Context: an optimization exercise on an open-source flow, tuned for small area, a short achievable clock period and few clock cycles per item. The choices shown serve that exercise and are no tape-out recipe.
Only simulation tests tie the RTL to the original design; equivalence was not proved.

`flow/run.sh`:
```
#!/bin/bash
# synth_recipe.tcl (not shown) runs the flow's synth.tcl, then flattens the netlist and writes it again
# the make line also repeats each setting of config.mk as NAME=value (left out here)
make -C /OpenROAD-flow-scripts/flow DESIGN_CONFIG=/design/flow/config.mk WORK_HOME=/design/flow/orfs CLKGATE_MAP_FILE= SYNTH_SCRIPT=/design/flow/synth_recipe.tcl finish
```
`flow/constraint.sdc`:
```
create_clock -name core_clock -period 16.5 [get_ports {clk}]
set_input_delay 3.3000 -clock core_clock [delete_from_list [all_inputs] [get_ports {clk}]]
set_output_delay 3.3000 -clock core_clock [all_outputs]
set_load 0.01 [all_outputs]
```
`flow/config.mk`:
```
export PLATFORM = sky130hd
export DESIGN_NAME = t32_wsc
export DESIGN_NICKNAME = t32_wsc
export VERILOG_FILES = /design/flow/design.v
export SDC_FILE = /design/flow/constraint.sdc
export NUM_CORES = 4
export LEC_CHECK = 0
export CAP_MARGIN = 20
export CORE_MARGIN = 2
export CORE_UTILIZATION = 35
export SLEW_MARGIN = 20
```
`flow/design.v`:
```
module t32_wsc (
    input  wire        clk,
    input  wire        rst,
    output wire        ready,
    output reg         done,
    input  wire        tick,
    input  wire [15:0] cap_p,
    input  wire [15:0] cap_v,
    output reg         sample_valid,
    output wire [15:0] sample,
    input  wire [1:0]  h_op,
    input  wire [13:0] h_addr,
    input  wire [31:0] h_wdata,
    output reg         h_err,
    output reg  [31:0] h_rdata,
    output reg         t_en,
    output reg         t_we,
    output reg  [13:0] t_addr,
    output reg  [31:0] t_wdata,
    input  wire [31:0] t_rdata
);
    reg        ctrl_mute, ctrl_div2, ctrl_shape;
    reg [1:0]  ctrl_wlen;
    reg        divph;
    reg [31:0] pofs, vofs, fpitch, fvol;
    reg [31:0] phase;
    reg [29:0] amp;
    reg [31:0] step;
    reg [31:0] pctl;
    reg [15:0] vctl;
    reg [15:0] capp, capv;
    reg [15:0] sample_r;
    assign sample = sample_r;
    localparam [4:0]
        S_IDLE = 5'd0,
        S_P0   = 5'd1,  S_P1 = 5'd2,  S_P2 = 5'd3,  S_PC = 5'd4,
        S_V0   = 5'd5,  S_V1 = 5'd6,  S_V2 = 5'd7,  S_VC = 5'd8,
        S_W0   = 5'd9,  S_W1 = 5'd10, S_W2 = 5'd11, S_WC = 5'd12,
        S_MC   = 5'd13,
        S_S0   = 5'd14, S_S1 = 5'd15, S_S2 = 5'd16, S_SC = 5'd17,
        S_SH   = 5'd24,
        S_OUT  = 5'd18,
        S_FILT = 5'd19, S_CTL = 5'd20,
        S_HW   = 5'd21, S_HR0 = 5'd22, S_HR1 = 5'd23;
    reg [4:0]  state;
    reg [15:0] cin_p, cin_v;   
    reg        rend;           
    reg [31:0] ta, tb;         
    reg signed [36:0] wv;      
    reg signed [31:0] yv;      
    reg [1:0]  hr_kind;        
    assign ready = (state == S_IDLE);
    function [27:0] key_of;
        input [31:0] v;
        integer i;
        reg [4:0]  e;
        reg [31:0] n;
        begin
            e = 5'd0;
            for (i = 0; i < 32; i = i + 1)
                if (v[i]) e = i[4:0];
            n = v << (5'd31 - e);
            key_of = {e, n[30:8]};
        end
    endfunction
    function [31:0] smooth32;
        input signed [31:0] a;
        input signed [31:0] t;
        reg signed [32:0] d;
        reg signed [32:0] q;
        begin
            d = {t[31], t} - {a[31], a};
            if (d < 0)
                q = -((-d) >>> 10);
            else
                q = d >>> 10;
            smooth32 = a + q[31:0];
        end
    endfunction
    wire [27:0] pkey  = key_of(pctl);
    wire [10:0] pidx  = pkey[27:17];
    wire [16:0] pfrac = pkey[16:0];
    wire [10:0] pidx1 = (pidx == 11'd2047) ? pidx : pidx + 11'd1;
    wire signed [50:0] p_acc = $signed({19'd0, ta} <<< 17)
                             + ($signed({1'b0, tb}) - $signed({1'b0, ta})) * $signed({1'b0, pfrac});
    wire [31:0] step_new = p_acc[50] ? 32'd0 : p_acc[48:17];
    wire [27:0] vkey  = key_of({16'd0, vctl});
    wire [9:0]  vidx  = vkey[26:17];
    wire [16:0] vfrac = vkey[16:0];
    wire [9:0]  vidx1 = (vidx == 10'd1023) ? vidx : vidx + 10'd1;
    wire signed [29:0] v_acc = $signed({3'd0, ta[9:0], 17'd0})
                             + ($signed({1'b0, tb[9:0]}) - $signed({1'b0, ta[9:0]})) * $signed({1'b0, vfrac});
    wire [29:0] amp_tgt = {v_acc[26:0], 3'b000};
    wire signed [30:0] amp_d = $signed({1'b0, amp_tgt}) - $signed({1'b0, amp});
    wire signed [30:0] amp_q = (amp_d < 0) ? -((-amp_d) >>> 10) : (amp_d >>> 10);
    wire [29:0] amp_new = amp + amp_q[29:0];
    wire [11:0] wmask = (ctrl_wlen == 2'd0) ? 12'h3FF :
                        (ctrl_wlen == 2'd1) ? 12'h7FF : 12'hFFF;
    wire [11:0] widx  = phase[31:20];
    wire [11:0] wi0   = widx & wmask;
    wire [11:0] wi1   = (widx + 12'd1) & wmask;
    wire [19:0] wfrac = phase[19:0];
    wire signed [15:0] s0 = ta[15:0];
    wire signed [15:0] s1 = tb[15:0];
    wire signed [36:0] w_new = ($signed({{21{s0[15]}}, s0}) <<< 20)
                             + ($signed({s1[15], s1}) - $signed({s0[15], s0})) * $signed({1'b0, wfrac});
    wire signed [67:0] wa_prod = wv * $signed({1'b0, amp});
    wire signed [67:0] wa_abs  = wa_prod[67] ? -wa_prod : wa_prod;
    wire signed [17:0] wa_mag  = wa_abs[67:50];
    wire signed [31:0] y_scaled = wa_prod[67] ? -$signed({{14{1'b0}}, wa_mag})
                                              :  $signed({{14{1'b0}}, wa_mag});
    wire [15:0] su    = yv[15:0] + 16'h8000;
    wire [7:0]  sj    = su[15:8];
    wire [7:0]  sf    = su[7:0];
    wire [7:0]  sj1   = (sj == 8'd255) ? sj : sj + 8'd1;
    wire signed [15:0] c0 = ta[15:0];
    wire signed [15:0] c1 = tb[15:0];
    wire signed [26:0] s_acc = ($signed({{11{c0[15]}}, c0}) <<< 8)
                             + ($signed({c1[15], c1}) - $signed({c0[15], c0})) * $signed({1'b0, sf});
    wire signed [26:0] s_q = (s_acc < 0) ? -((-s_acc) >>> 8) : (s_acc >>> 8);
    wire signed [31:0] y_clamped = (yv < -32'sd32768) ? -32'sd32768 :
                                   (yv >  32'sd32767) ?  32'sd32767 : yv;
    function [31:0] filter_step;
        input [31:0] f;
        input [15:0] last;
        input [15:0] cap;
        reg [15:0] per;
        reg [16:0] per2;
        reg [31:0] tgt;
        begin
            per  = cap - last;
            per2 = (per < 16'd1536) ? {per, 1'b0} : {1'b0, per};
            if (per2 >= 17'd4096)
                tgt = 32'h7FFFFFFF;
            else
                tgt = ({15'd0, per2} - 32'd2048) << 20;
            if (per == 16'd0)
                filter_step = f;
            else
                filter_step = smooth32(f, tgt);
        end
    endfunction
    wire signed [32:0] pdiff = $signed({fpitch[31], fpitch}) - $signed({pofs[31], pofs});
    wire [31:0] pctl_new = (pdiff < 33'sd1) ? 32'd1 : pdiff[31:0];
    wire signed [32:0] vdiff = $signed({fvol[31], fvol}) - $signed({vofs[31], vofs});
    wire signed [32:0] vq    = (vdiff < 0) ? -((-vdiff) >>> 10) : (vdiff >>> 10);
    wire [15:0] vctl_new = (vq < 33'sd1)     ? 16'd1 :
                           (vq > 33'sd65535) ? 16'hFFFF : vq[15:0];
    wire h_wr   = (h_op == 2'd1);
    wire h_rd   = (h_op == 2'd2);
    wire is_reg_rw  = (h_addr <= 14'h0007) && (h_addr != 14'h0001);
    wire is_reg_ro  = (h_addr == 14'h0001) || (h_addr >= 14'h0008 && h_addr <= 14'h000D);
    wire is_ptab    = (h_addr[13:11] == 3'b001);
    wire is_vtab    = (h_addr[13:10] == 4'b0100);
    wire is_stab    = (h_addr[13:8]  == 6'b010100);
    wire is_wtab    = (h_addr[13:12] == 2'b10);
    wire is_tab     = is_ptab | is_vtab | is_stab | is_wtab;
    reg [31:0] reg_rdata;
    always @(*) begin
        case (h_addr[3:0])
            4'h0: reg_rdata = {26'd0, ctrl_wlen, 1'b0, ctrl_shape, ctrl_div2, ctrl_mute};
            4'h1: reg_rdata = {30'd0, divph, ctrl_mute};
            4'h2: reg_rdata = pofs;
            4'h3: reg_rdata = vofs;
            4'h4: reg_rdata = fpitch;
            4'h5: reg_rdata = fvol;
            4'h6: reg_rdata = phase;
            4'h7: reg_rdata = {2'b00, amp};
            4'h8: reg_rdata = pctl;
            4'h9: reg_rdata = {16'd0, vctl};
            4'hA: reg_rdata = {16'd0, capp};
            4'hB: reg_rdata = {16'd0, capv};
            4'hC: reg_rdata = {{16{sample_r[15]}}, sample_r};
            4'hD: reg_rdata = step;
            default: reg_rdata = 32'd0;
        endcase
    end
    wire        hw_neg   = h_wdata[31];
    wire [31:0] hw_s16   = (hw_neg && h_wdata < 32'hFFFF8000) ? 32'hFFFF8000 :
                           (!hw_neg && h_wdata > 32'h00007FFF) ? 32'h00007FFF : h_wdata;
    wire [31:0] hw_vtab  = (h_wdata > 32'd1023) ? 32'd1023 : h_wdata;
    wire [31:0] hw_table = is_ptab ? h_wdata : is_vtab ? hw_vtab : hw_s16;
    always @(posedge clk) begin
        if (rst) begin
            ctrl_mute    <= 1'b1;
            ctrl_div2    <= 1'b0;
            ctrl_shape   <= 1'b0;
            ctrl_wlen    <= 2'd0;
            divph        <= 1'b0;
            pofs         <= 32'd0;
            vofs         <= 32'd0;
            fpitch       <= 32'd0;
            fvol         <= 32'd0;
            phase        <= 32'd0;
            amp          <= 30'd0;
            step         <= 32'd0;
            pctl         <= 32'd1;
            vctl         <= 16'd1;
            capp         <= 16'd0;
            capv         <= 16'd0;
            sample_r     <= 16'd0;
            state        <= S_IDLE;
            done         <= 1'b0;
            sample_valid <= 1'b0;
            h_err        <= 1'b0;
            h_rdata      <= 32'd0;
            t_en         <= 1'b0;
            t_we         <= 1'b0;
            t_addr       <= 14'd0;
            t_wdata      <= 32'd0;
        end else begin
            done         <= 1'b0;
            sample_valid <= 1'b0;
            t_en         <= 1'b0;
            t_we         <= 1'b0;
            case (state)
            S_IDLE: begin
                if (tick) begin
                    cin_p  <= cap_p;
                    cin_v  <= cap_v;
                    rend   <= !ctrl_div2 || !divph;
                    if (ctrl_div2 && divph) begin
                        state <= S_FILT;
                    end else if (!ctrl_mute) begin
                        t_en   <= 1'b1;
                        t_addr <= {3'b001, pidx};
                        state  <= S_P0;
                    end else begin
                        t_en   <= 1'b1;
                        t_addr <= {4'b0100, vidx};
                        state  <= S_V0;
                    end
                end else if (h_op != 2'd0) begin
                    h_err   <= 1'b0;
                    h_rdata <= 32'd0;
                    if (h_wr && h_addr == 14'h0000) begin
                        if (h_wdata[5:4] == 2'd3) begin
                            h_err <= 1'b1;
                        end else begin
                            ctrl_mute  <= h_wdata[0];
                            ctrl_div2  <= h_wdata[1];
                            ctrl_shape <= h_wdata[2];
                            ctrl_wlen  <= h_wdata[5:4];
                        end
                        done <= 1'b1;
                    end else if (h_wr && is_reg_rw) begin
                        case (h_addr[2:0])
                            3'd2: pofs   <= h_wdata;
                            3'd3: vofs   <= h_wdata;
                            3'd4: fpitch <= h_wdata;
                            3'd5: fvol   <= h_wdata;
                            3'd6: phase  <= h_wdata;
                            3'd7: amp    <= (h_wdata > 32'h3FF00000) ? 30'h3FF00000 : h_wdata[29:0];
                            default: ;
                        endcase
                        done <= 1'b1;
                    end else if (h_rd && (is_reg_rw || is_reg_ro)) begin
                        h_rdata <= reg_rdata;
                        done    <= 1'b1;
                    end else if (h_wr && is_tab) begin
                        t_en    <= 1'b1;
                        t_we    <= 1'b1;
                        t_addr  <= h_addr;
                        t_wdata <= hw_table;
                        state   <= S_HW;
                    end else if (h_rd && is_tab) begin
                        t_en    <= 1'b1;
                        t_addr  <= h_addr;
                        hr_kind <= is_ptab ? 2'd0 : is_vtab ? 2'd1 : 2'd2;
                        state   <= S_HR0;
                    end else begin
                        h_err <= 1'b1;
                        done  <= 1'b1;
                    end
                end
            end
            S_HW: begin
                done  <= 1'b1;
                state <= S_IDLE;
            end
            S_HR0: begin
                state <= S_HR1;
            end
            S_HR1: begin
                case (hr_kind)
                    2'd0:    h_rdata <= t_rdata;
                    2'd1:    h_rdata <= {22'd0, t_rdata[9:0]};
                    default: h_rdata <= {{16{t_rdata[15]}}, t_rdata[15:0]};
                endcase
                done  <= 1'b1;
                state <= S_IDLE;
            end
            S_P0: begin
                t_en   <= 1'b1;
                t_addr <= {3'b001, pidx1};
                state  <= S_P1;
            end
            S_P1: begin
                ta    <= t_rdata;
                state <= S_P2;
            end
            S_P2: begin
                tb    <= t_rdata;
                state <= S_PC;
            end
            S_PC: begin
                step   <= step_new;
                phase  <= phase + step_new;
                t_en   <= 1'b1;
                t_addr <= {4'b0100, vidx};
                state  <= S_V0;
            end
            S_V0: begin
                t_en   <= 1'b1;
                t_addr <= {4'b0100, vidx1};
                state  <= S_V1;
            end
            S_V1: begin
                ta    <= t_rdata;
                state <= S_V2;
            end
            S_V2: begin
                tb    <= t_rdata;
                state <= S_VC;
            end
            S_VC: begin
                amp <= amp_new;
                if (ctrl_mute) begin
                    yv    <= 32'sd0;
                    state <= S_OUT;
                end else begin
                    t_en   <= 1'b1;
                    t_addr <= {2'b10, wi0};
                    state  <= S_W0;
                end
            end
            S_W0: begin
                t_en   <= 1'b1;
                t_addr <= {2'b10, wi1};
                state  <= S_W1;
            end
            S_W1: begin
                ta    <= t_rdata;
                state <= S_W2;
            end
            S_W2: begin
                tb    <= t_rdata;
                state <= S_WC;
            end
            S_WC: begin
                wv    <= w_new;
                state <= S_MC;
            end
            S_MC: begin
                yv <= y_scaled;
                if (ctrl_shape) begin
                    state <= S_S0;
                end else begin
                    state <= S_OUT;
                end
            end
            S_S0: begin
                t_en   <= 1'b1;
                t_addr <= {6'b010100, sj};
                state  <= S_S1;
            end
            S_S1: begin
                t_en   <= 1'b1;
                t_addr <= {6'b010100, sj1};
                state  <= S_S2;
            end
            S_S2: begin
                ta    <= t_rdata;
                state <= S_SC;
            end
            S_SC: begin
                tb    <= t_rdata;
                state <= S_SH;
            end
            S_SH: begin
                yv    <= {{5{s_q[26]}}, s_q};
                state <= S_OUT;
            end
            S_OUT: begin
                sample_r <= y_clamped[15:0];
                state    <= S_FILT;
            end
            S_FILT: begin
                divph  <= ctrl_div2 ? !divph : 1'b0;
                fpitch <= filter_step(fpitch, capp, cin_p);
                fvol   <= filter_step(fvol,   capv, cin_v);
                capp   <= cin_p;
                capv   <= cin_v;
                state  <= S_CTL;
            end
            S_CTL: begin
                pctl         <= pctl_new;
                vctl         <= vctl_new;
                sample_valid <= rend;
                done         <= 1'b1;
                state <= S_IDLE;
            end
            default: state <= S_IDLE;
            endcase
        end
    end
endmodule
```
==> results.txt <==
-- state kept, by name (all words and copies together), names as in the netlist, 5 cells and up --
signal    cells
wv           37
fpitch       32
fvol         32
h_rdata      32
pctl         32
phase        32
pofs         32
step         32
t_wdata      32
ta           32
tb           32
vofs         32
yv           32
amp          30
capp         16
capv         16
cin_p        16
cin_v        16
sample_r     16
vctl         16
t_addr       14
state         5
-- synth_stat cells (40+ instances only) --
| master | instances | area, µm² |
|---|---|---|
| and2_1 | 544 | 3400 |
| a221oi_1 | 60 | 526 |
| xnor2_1 | 404 | 3540 |
| and3_1 | 83 | 519 |
| ha_1 | 899 | 11200 |
| a22oi_1 | 86 | 646 |
| a21o_1 | 163 | 1220 |
| a21oi_1 | 669 | 3350 |
| o21ai_0 | 375 | 1880 |
| or2_2 | 46 | 288 |
| a211oi_1 | 107 | 803 |
| nor3_1 | 205 | 1030 |
| xor2_1 | 199 | 1740 |
| buf_1 | 53 | 199 |
| o21bai_1 | 82 | 616 |
| nor2b_1 | 95 | 594 |
| o21a_1 | 80 | 601 |
| nand3_1 | 183 | 916 |
| a31oi_1 | 96 | 601 |
| nor4_1 | 53 | 332 |
| mux2i_1 | 108 | 1080 |
| inv_1 | 2918 | 11000 |
| dfxtp_1 | 412 | 8250 |
| edfxtp_1 | 168 | 5040 |
| nand4_1 | 84 | 526 |
| o211ai_1 | 57 | 428 |
| clkbuf_1 | 688 | 2580 |
| nand2b_1 | 122 | 763 |
| a311oi_1 | 40 | 350 |
| fa_1 | 2224 | 44500 |
| or3_1 | 78 | 488 |
| nand2_1 | 2233 | 8380 |
| nor2_1 | 1056 | 3960 |
-- cells in the final DEF (no fill, tap or decap), types with 107 or more instances in the layout --
| cell type | n |
|---|---|
| nand2_1 | 2232 |
| mux2i_1 | 107 |
| buf_4 | 321 |
| nor2_1 | 1045 |
| a21o_1 | 163 |
| xnor2_1 | 393 |
| dfxtp_1 | 382 |
| fa_1 | 2223 |
| xor2_1 | 194 |
| nand3_1 | 183 |
| ha_1 | 898 |
| edfxtp_1 | 168 |
| nand2b_1 | 122 |
| o21ai_0 | 371 |
| and2_1 | 543 |
| clkdlybuf4s50_1 | 212 |
| inv_1 | 2915 |
| nor3_1 | 193 |
| a21oi_1 | 665 |
-- cell families (layout without fill, tap and decap cells) --
logic type | count (synthesis) | count (layout)
AO/OA/AOI/OAI | 2301 | 2301
XOR/XNOR | 604 | 604
adder cells (fa/ha/maj) | 3123 | 3123
buffers and inverters | 3688 | 3600
flip-flops | 580 | 580
multiplexers | 133 | 133
other | 0 | 24
AND/OR/NAND/NOR | 4912 | 4912
-- per-layer routing --
metal	up-vias	track usage, %
met4	26	15.7
met3	1022	4.68
met2	4928	39.4
met1	54400	33.5
li1	48200	-
met5	-	0
-- per-stage QoR --
stage          utilization [%]  setup TNS (ns)  setup WS, ns  hold slack [ns]
3_3_place_gp              37.4               0         0.929            0.442
6_report                  38.1               0         0.820            0.462
4_1_cts                   38.1               0         0.673            0.460
5_1_grt                   38.1        -0.00752      -0.00752            0.475
2_1_floorplan                -               0          2.50            0.436
3_5_place_dp              37.4               0         0.741            0.449
-- path summary, 6_finish.rpt --
path	from	to	slack, ns	cells past startpoint
worst max-delay path	ta[2]$_DFFE_PP_	phase[31]$_SDFFE_PP0P_	0.82	61
worst min-delay path	step[14]$_SDFFE_PP0P_	step[14]$_SDFFE_PP0P_	0.46	2
worst max register to register	ta[2]$_DFFE_PP_	phase[31]$_SDFFE_PP0P_	0.82	61
worst min register to register	step[14]$_SDFFE_PP0P_	step[14]$_SDFFE_PP0P_	0.46	2
-- worst max-delay path, delay by kind of cell (launching register included) --
family / cells / cell delay, ns
AND/OR/NAND/NOR: 7 / 1.28
flip-flops: 1 / 0.32
adder cells (fa/ha/maj): 9 / 4.12
buffers and inverters: 12 / 1.64
XOR/XNOR: 2 / 0.77
AO/OA/AOI/OAI: 31 / 7.47
-- final cells by class --
class	count	share of cell area, %
multi-input combinational	11100	72.8
sequential	580	9.65
inverter	2924	7.95
tap	4794	4.34
timing repair buffer	537	3.32
clock buffer	101	1.55
clock inverter	38	0.345
antenna	24	0.0435
-- timing repair --
| item | 4_1_cts | 5_1_grt |
|---|---|---|
| resized for setup | 0 | 14 |
| endpoints found under the setup margin | 0 | 8 |
| buffers inserted | 0 | 1 |
==> impl_results.md <==
* Max_slew headroom at 16.2%
* Cells after Synth at 15300
* Maxcap violations at 0
* EDFF count, synth at 168
* Hold Crit Class: reg2reg
* CTS buffer count at 77
* Fmax at 63.8 MHz
* Mux cell area share after synthesis at 1.12%
* Metal-1 WL at 189000 µm
* Root Driver: clkbuf_16
* Worst Path Required at 17.18 ns
* Dpl hpwl at 376000 µm
* Tot GR Track Use at 25.7%
* Crit path kind: reg2reg
* DR pass1 iterations at 8
* Routability-driven placement congestion ratio at 1.05
* CP arrival at 16.36 ns
* DRC violations left at 0
* Iteration-0 DRC count of the detailed router at 11100
* Met2 WL at 205000 µm
* # IOs at 215
* Height of the die at 607 µm
* Seq/Total Area, Yosys at 10.4%
* Clk latency of the worst-skew pair at 0.76 ns
* Post-synthesis adder-cell area fraction at 43.8%
* Storage cell area at 0.0133 mm²
* Wire per inst at 23.5 µm
* Die width at 607 µm
* Nets at 18400
* Ys async rst share at 0%
* Overflow after GRT at 0
* Layout cells sized above 1 at 4.62%
* Vias at 109000
* Mapped Area at 0.127 mm²
* CP max stage cell: xnor2_1
* Finished Layout Cells at 20100
* Synth Area in XOR/XNOR at 4.16%
* Routed Antenna Nets at 0
* Row count at 221
* Status: timing/DRC/antenna clean
* Met3 WL post-DR at 43500 µm
* Flop and latch count out of synthesis at 580
* Ys flop type: dfxtp_1
* Worst Path Max Fanout at 13
* Initial antenna violation count at 41
* H-tree depth at 3
* # hold bufs at CTS at 0
* CP endpoint kind: flip-flop
* CTS Buffer Depth at 3
* Final setup vio count at 0
* Vias per std cell at 5.41
* Synth Net Count at 18600
* Final setup skew at 0.0623 ns
* CTS tree: done
* CP Launch Type: flip-flop
* Largest family of logic cells by synthesized area: adder cells
* Core area at 0.362 mm²
* Layout fillers at 37300
* Num Clock Sinks at 580
* YS warnings at 1
* Slowest stage delay, CP at 0.61 ns
* Synth Area in Compound Gates at 12.0%
* Global-route wire length before repair at 705000 µm
* Placed cell count at 19900
* Post-DP Area at 0.135 mm²
* Final period util at 95.0%
* Fin crit period at 15.68 ns
* DR top layer: met5
* Die area at 0.368 mm²
* Fin. max-slew vios at 0
* Layout area overhead at 8.57%
* CTS clk-pin slew, worst paths at 0.07 ns
* Synthesized area per cell at 8.29 µm²
* Final Cell Area at 0.138 mm²
* Vias in the first global route at 108000
* Final Hold Vio Count at 0
* Multi-input gate area at 0.101 mm²
* Starting density of the core at 35.1%
* Synth Area in Simple Gates at 17.5%
* Port bufs at 214
* Distinct cells, synth at 116
* Worst-Margin Slew at 1.26 ns
* Critical path's most frequent cell: buf_4
* Total Wirelength at 473000 µm
* Largest net degree at the start of global routing at 161
Testbench counts, summed over its fixed seeds: cycles 85,024, ticks 5,120.

==> separate check: timing with driven ports <==
Ports are ideal in the flow. The routed layout listed here was re-timed in OpenROAD. Step 1 (the two cells are an assumption about what drives the block):
set clk [get_ports {clk}]
set_driving_cell -lib_cell sky130_fd_sc_hd__clkbuf_16 $clk
set_driving_cell -lib_cell sky130_fd_sc_hd__buf_2 [delete_from_list [all_inputs] $clk]
Step 2 also shifts input and output timing later by t, the mid clock arrival at the registers, as if the neighbouring blocks saw the same clock. Three values: no drivers, after step 1, after step 2; two values: the first two.
t (ns): 0.818
setup WS [ns]: 0.820 / 0.820 / 0.820
worst setup path after step 2: register to register
slew at the worst register clock pin (ns): 0.07 / 0.07
After both steps setup and hold are still met in this run. For this run, drivers alone change the setup slack by 0.000 ns; drivers and shift together by 0.000 ns.
